Context: an optimization exercise on an open-source flow, tuned for small area, a short achievable clock period and few clock cycles per item. The choices shown serve that exercise and are no tape-out recipe.
No run shown here included a check of the RTL's function; only the layout flow was run.
Power is estimated from default activity; no workload was simulated.

==> flow/design.v (outline; a module is shown in full before it is edited, if it fits) <==
// module dwibus_codec: 1421 lines
// module dw_xor2: 3 lines
module dwibus_codec (
    input  wire         clk,
    input  wire         rst,         
    input  wire         start,       
    input  wire         op,          
    input  wire [7:0]   self_addr,   
    input  wire [479:0] frame_in,
    output wire         ready,
    output reg          done,        
    output wire [7:0]   status,
    output wire [7:0]   crc,
    output wire [479:0] frame_out
);
  // ...
==> flow/flow/run.sh <==
#!/bin/bash
# Own layout flow: the standard flow, with each port buffered by the
# smallest buffer (buf_1) instead of the one buffer_ports picks by default.
set -euo pipefail
bash standard.sh "BUFFER_PORTS_ARGS=-buffer_cell sky130_fd_sc_hd__buf_1" finish > standard_flow.log 2>&1
==> flow/standard.sh <==
#!/bin/bash
# synth_recipe.tcl (not shown) runs the flow's synth.tcl, then flattens the netlist and writes it again
# the make line also repeats each setting of config.mk as NAME=value (left out here)
make -C /OpenROAD-flow-scripts/flow DESIGN_CONFIG=/design/flow/config.mk WORK_HOME=/design/flow/orfs CLKGATE_MAP_FILE= SYNTH_SCRIPT=/design/flow/synth_recipe.tcl "${@:-finish}"
==> flow/config.mk <==
export PLATFORM = sky130hd
export DESIGN_NAME = dwibus_codec
export DESIGN_NICKNAME = dwibus_codec
export VERILOG_FILES = /design/flow/design.v
export SDC_FILE = /design/flow/constraint.sdc
export NUM_CORES = 4
export LEC_CHECK = 0
export CAP_MARGIN = 20
export CORE_AREA = 10 10 290 290
export DIE_AREA = 0 0 300 300
export PLACE_DENSITY = 0.6
export SETUP_SLACK_MARGIN = 2.5
export SLEW_MARGIN = 20
export SYNTH_HIERARCHICAL = 1
export SYNTH_MINIMUM_KEEP_SIZE = 0
==> flow/constraint.sdc <==
create_clock -name core_clock -period 5.0 [get_ports {clk}]
set_input_delay 1.0000 -clock core_clock [delete_from_list [all_inputs] [get_ports {clk}]]
set_output_delay 1.0000 -clock core_clock [all_outputs]
set_load 0.01 [all_outputs]
==> out/qor.txt, run 1 <==
status = complete, no violations
layout filler cell count = 7388
Top Usage Layer GRT = met2
P_comb = 10900 uW
register area = 0.0142 sq mm
Final Util = 0.402
Clock Sinks = 479
Overflow after GRT = 0
end point of the critical path = status[1]
main combinational cell family by area after synthesis = XOR/XNOR gates
CP Data Required Time = 4.00 ns
Post-synth top cells = 677 x xor2_1, 461 x edfxtp_1, 44 x buf_4, 18 x dfxtp_1
vias = 14400
H-tree Lvls = 2
Tapcell Cnt = 1040
post-synthesis compound-gate area fraction = 0.00347
Non-Filler Instances = 3489
Die W = 300 um
Post-synth EDFFs = 461
number of global-route vias before repair = 15700
die area = 0.0900 sq mm
first-pass GRT wire length = 126000 um
pwr/cell area = 656 mW/mm^2
clk root buf = clkbuf_16
post-DP HPWL = 81000 um
sequential share of power = 0.265
Signal buf overhead = 0.152
peak supply drop = 620 uV
starting DRC count in detailed routing = 859
==> run 2, diff against run 1 <==
--- a/flow/design.v
+++ b/flow/design.v
@@ -1398,27 +1398,48 @@
     always @(posedge clk) begin
         if (rst) begin
             busy <= 1'b0;
             done <= 1'b0;
         end else begin
             busy <= ~busy & start;
             done <= busy;
         end
+        pc_q  <= part_in[7:0];
+        ps_q  <= part_in[15:8];
         if (!busy) begin
             img   <= fi[2*8 +: 440];
-            pc_q  <= part_in[7:0];
-            ps_q  <= part_in[15:8];
             chk_q <= chk_in;
             pre_q <= pre_in;
         end
         crc_q <= crc_syn[7:0];
         syn_q <= crc_syn[15:8];
     end
-    wire       crc_bad = chk_q & (|syn_q);
-    wire [3:0] st      = crc_bad ? 4'h9 : pre_q;
+    wire n01, n23, n45, n67, syn_nz;
+    wire [3:0] st;
+    dw_nor2  u_n01 (.a(syn_q[0]), .b(syn_q[1]), .y(n01));
+    dw_nor2  u_n23 (.a(syn_q[2]), .b(syn_q[3]), .y(n23));
+    dw_nor2  u_n45 (.a(syn_q[4]), .b(syn_q[5]), .y(n45));
+    dw_nor2  u_n67 (.a(syn_q[6]), .b(syn_q[7]), .y(n67));
+    dw_nand4 u_nz  (.a(n01), .b(n23), .c(n45), .d(n67), .y(syn_nz));
+    dw_ao21  u_st0 (.a(chk_q), .b(syn_nz), .c(pre_q[0]), .y(st[0]));
+    dw_ai21b u_st1 (.a(chk_q), .b(syn_nz), .c(pre_q[1]), .y(st[1]));
+    dw_ai21b u_st2 (.a(chk_q), .b(syn_nz), .c(pre_q[2]), .y(st[2]));
+    dw_ao21  u_st3 (.a(chk_q), .b(syn_nz), .c(pre_q[3]), .y(st[3]));
     assign status    = {3'b000, st[3], 1'b0, st[2:0]};
     assign crc       = crc_q;
     assign frame_out = {8'h0A, 8'h0D, crc_q, img, 8'h55, 8'hAA};
 endmodule
+module dw_nor2 (input wire a, input wire b, output wire y);
+    assign y = ~(a | b);
+endmodule
+module dw_nand4 (input wire a, input wire b, input wire c, input wire d, output wire y);
+    assign y = ~(a & b & c & d);
+endmodule
+module dw_ao21 (input wire a, input wire b, input wire c, output wire y);
+    assign y = (a & b) | c;
+endmodule
+module dw_ai21b (input wire a, input wire b, input wire c, output wire y);
+    assign y = c & ~(a & b);
+endmodule
 module dw_xor2 (input wire a, input wire b, output wire y);
     assign y = a ^ b;
 endmodule
==> flow/config.mk (replaced) <==
export PLATFORM = sky130hd
export DESIGN_NAME = dwibus_codec
export DESIGN_NICKNAME = dwibus_codec
export VERILOG_FILES = /design/flow/design.v
export SDC_FILE = /design/flow/constraint.sdc
export NUM_CORES = 4
export LEC_CHECK = 0
export CAP_MARGIN = 20
export CORE_AREA = 10 10 290 290
export DIE_AREA = 0 0 300 300
export PLACE_DENSITY = 0.6
export SETUP_SLACK_MARGIN = 2.3
export SLEW_MARGIN = 20
export SYNTH_HIERARCHICAL = 1
export SYNTH_MINIMUM_KEEP_SIZE = 0
==> out/qor.txt, run 2 <==
CTS Hold Bufs = 0
Clock Sinks = 479 (unchanged)
Rel. slew slack = 0.248
starting DRC count in detailed routing = 761 (-11%)
routed len/inst = 27.4 um
Nets = 2866
number of global-route vias before repair = 15200 (-3.3%)
largest net degree at the start of global routing = 159
Gate Count Post-Synth = 1269
CP Max Fanout = 2
Worst-path clk slew = 0.06 ns
Hold Path Depth = 1
Via-to-Cell Ratio = 4.06
Tcrit/Tclk final = 0.576
top cells by area, synth = edfxtp_1 64%, xor2_1 29%, dfxtp_1 3.3%
Post-DP Area = 0.0256 sq mm
Synth Warn # = 7
R2R depth = 9
CP Data Required Time = 5.54 ns (+1.54 ns)
global placer's final weighted congestion = 0.895
XOR/XNOR Fraction of Synth Area = 0.289
clock latency (worst-skew pair) = 0.61 ns
Overflow after GRT = 0 (unchanged)
pwr/cell area = 654 mW/mm^2 (-0.36%)
die height = 300 um
Top reg by flops = img
Synth Flop Type = edfxtp_1
fin. max-slew vios = 0
I/O Buffers = 953
Top Usage Layer GRT = met2
Synth area leader = edfxtp_1
hold endpoint = busy$_SDFF_PP0_
vias = 14000 (-2.3%)
die area = 0.0900 sq mm (unchanged)
status = complete, no violations
final WL = 94800 um
register bit count reported by yosys = 479
setup repair after global routing missed its margin = yes
first-pass GRT wire length = 124000 um (-1.2%)
pre-CTS setup slack = 1.35 ns
TritonRoute pass-1 iters = 4
sequential element share of the synthesized area = 0.675
Worst R2R Start = img[251]$_DFFE_PN_
Post-synth EDFFs = 445 (-3.5%)
met1 usage = 0.222
post-DP HPWL = 81800 um (+0.89%)
min-delay src = busy$_SDFF_PP0_
simple-gate share of the synthesized area = 0.0144
share of async-settable or async-resettable flops after synthesis = 0
top-count cell post-synth = xor2_1
post-synthesis compound-gate area fraction = 0.00487 (+0.00141)
slew of the pin with the lowest slew margin = 1.12 ns
Distinct cells, synth = 30
GR Layer Usage met2 = 0.369
clk root buf = clkbuf_16
fin crit period = 2.88 ns
Post-synth top cells = 677 x xor2_1, 445 x edfxtp_1, 44 x buf_4, 34 x dfxtp_1
Starting Density = 0.268
Longest Clk Path Bufs = 3
CP startpoint kind = flip-flop
Crit Path Category = reg2reg
Rows = 102
DRT antenna net count = 0
mux contribution to synthesized area = 0
Max Cap Viol = 0
Cell Area, Synth = 0.0208 sq mm
crit end category = flip-flop
Critical Path AT = 3.42 ns
Final Util = 0.390 (-0.0124)
commonest non-fill, non-tap cells in the layout = 948 x buf_1, 445 x edfxtp_1, 440 x xor2_1, 211 x xor2_2, 97 x buf_4
peak supply drop = 625 uV (+0.93%)
# setup viols final = 0
mean post-synth cell area = 16.4 sq um
TritonCTS Buffers = 54
max reg flops = 440
Synth top area share = 0.643
R2R Path End = syn_q[0]$_DFF_P_
hold slack = 0.470 ns
Die W = 300 um (unchanged)
initial antenna violation count = 11
design area = 0.0302 sq mm
Final Skew = 0.0274 ns
FMAX = 0.347 GHz
total track usage = 0.200
Remaining DRCs = 0
H-tree Lvls = 2 (unchanged)
total core area = 0.0776 sq mm
Hold Path Class = reg2reg
# IOs = 990
flop2flop setup slack = 2.12 ns
Area Growth Syn to Fin = 45.4%
M3 GR Usage = 0.0627
main combinational cell family by area after synthesis = XOR/XNOR gates
Setup WS post-layout = 2.12 ns
commonest non-fill, non-tap cell in the layout = buf_1
share of cells above drive strength 1 = 0.182
Post-Synth Adder-Cell Area = 0
final hold viol count = 0
Leakage = 0.0109 uW
CTS tree = built
[run 2: worst max path at each step]
stage | from | endpoint | slack, ns | depth (start not counted)
6_report | img[251]$_DFFE_PN_ | syn_q[0]$_DFF_P_ | 2.12 | 9
5_1_grt | img[425]$_DFFE_PN_ | syn_q[3]$_DFF_P_ | 1.95 | 10
2_1_floorplan | busy$_SDFF_PP0_ | chk_q$_DFFE_PN_ | -2.46 | 1
4_1_cts | img[251]$_DFFE_PN_ | syn_q[0]$_DFF_P_ | 2.14 | 9
3_5_place_dp | img[254]$_DFFE_PN_ | syn_q[3]$_DFF_P_ | 1.35 | 9
3_3_place_gp | img[254]$_DFFE_PN_ | crc_q[4]$_DFF_P_ | 1.38 | 9
[run 2: per-layer routing]
| layer | routed length (um) | vias up |
|---|---|---|
| met1 | 34500 | 6961 |
| met4 | 2040 | 14 |
| met2 | 50400 | 661 |
| met3 | 7750 | 107 |
| met5 | 79 | - |
| li1 | - | 6289 |
[run 2: final cells by class]
type	count	area (sq um)
diodes	1	2.50
clock buffers	66	1450
clock inverters	31	352
fillers	7453	47400
inverters	2	11.3
multi-input cells	777	8610
flip-flops and latches	479	14000
well taps	1040	1300
repair buffers	1059	4460
repair inverters	1	5.00
[run 2: per-module statistics from Yosys, one instance, submodules excluded]
module / cell area [sq um] / cells / copies in the design
dwibus_codec: 14800 / 583 / 1
dw_ao21: 7.51 / 1 / 2
dw_ai21b: 11.3 / 1 / 2
dw_xor2: 8.76 / 1 / 677
dw_nor2: 3.75 / 1 / 4
dw_nand4: 6.26 / 1 / 1
[run 2: worst max-delay path, cell delays in order, from the launching register on]
cell      delay [ns]
edfxtp_1        0.41
xor2_1          0.38
xor2_4          0.36
xor2_1          0.22
xor2_1          0.20
xor2_1          0.29
xor2_1          0.27
xor2_1          0.26
xor2_1          0.24
xor2_1          0.18
[run 2: cell families (layout without fill, tap and decap cells)]
| kind of cell | count (synthesis) | count (layout) |
|---|---|---|
| other | 2 | 37 |
| flip-flops | 479 | 479 |
| buffers and inverters | 47 | 1159 |
| XOR/XNOR | 685 | 685 |
| AO/OA/AOI/OAI | 12 | 12 |
| AND/OR/NAND/NOR | 44 | 44 |
[run 2: through the flow]
stage | cells | power, uW | TNS, ns
3_3_place_gp | 3258 | 13500 | 0
5_1_grt | 3455 | 21000 | 0
4_1_cts | 3440 | 19400 | 0
3_5_place_dp | 3258 | 13600 | 0
2_1_floorplan | 1303 | 11100 | -1098.33
6_report | 3456 | 19800 | 0
[run 2: report_power, final]
part,internal (uW),total (uW),leakage [uW],switching [uW]
clock network,2410,4060,0.000893,1650
registers,5040,5400,0.00485,354
logic,4320,10300,0.00519,5970
total,11800,19800,0.0109,7980
[run 2: what timing repair did]
| item | CTS | global route |
|---|---|---|
| gates resized for setup | 215 | 56 |
| pin swaps | 106 | 47 |
| setup endpoints to repair | 21 | 23 |
| buffers inserted | 84 | 15 |
| gates cloned | 1 | 0 |

[separate check: timing with driven ports]
In the flow no input, the clock included, has a driving cell. The finished layouts below were timed again as built, in two steps. Step 1: set_driving_cell puts a clkbuf_16 on clk and a buf_2 on each other input, an assumption about the parent block. Step 2 adds t to the input delays and takes it off the output delays; t is the mean of the earliest and latest rising clock arrival at the registers after step 1. Input paths then give back, and output paths get back, about the clock's delay inside the block. a / b / c = ideal / step 1 / step 2; a / b = the first two.
run | t, ns | slack for setup (ns) | worst setup path at the end | slew at the worst register clock pin (ns)
run 1 | 0.673 | 2.043 / 1.975 / 2.050 | input to register | 0.06 / 0.06
run 2 | 0.671 | 2.118 / 2.118 / 1.992 | input to register | 0.06 / 0.06
After both steps setup and hold are still met in every run listed. For run 2, which loses most, drivers alone change the setup slack by 0.000 ns; drivers and shift together by -0.126 ns.
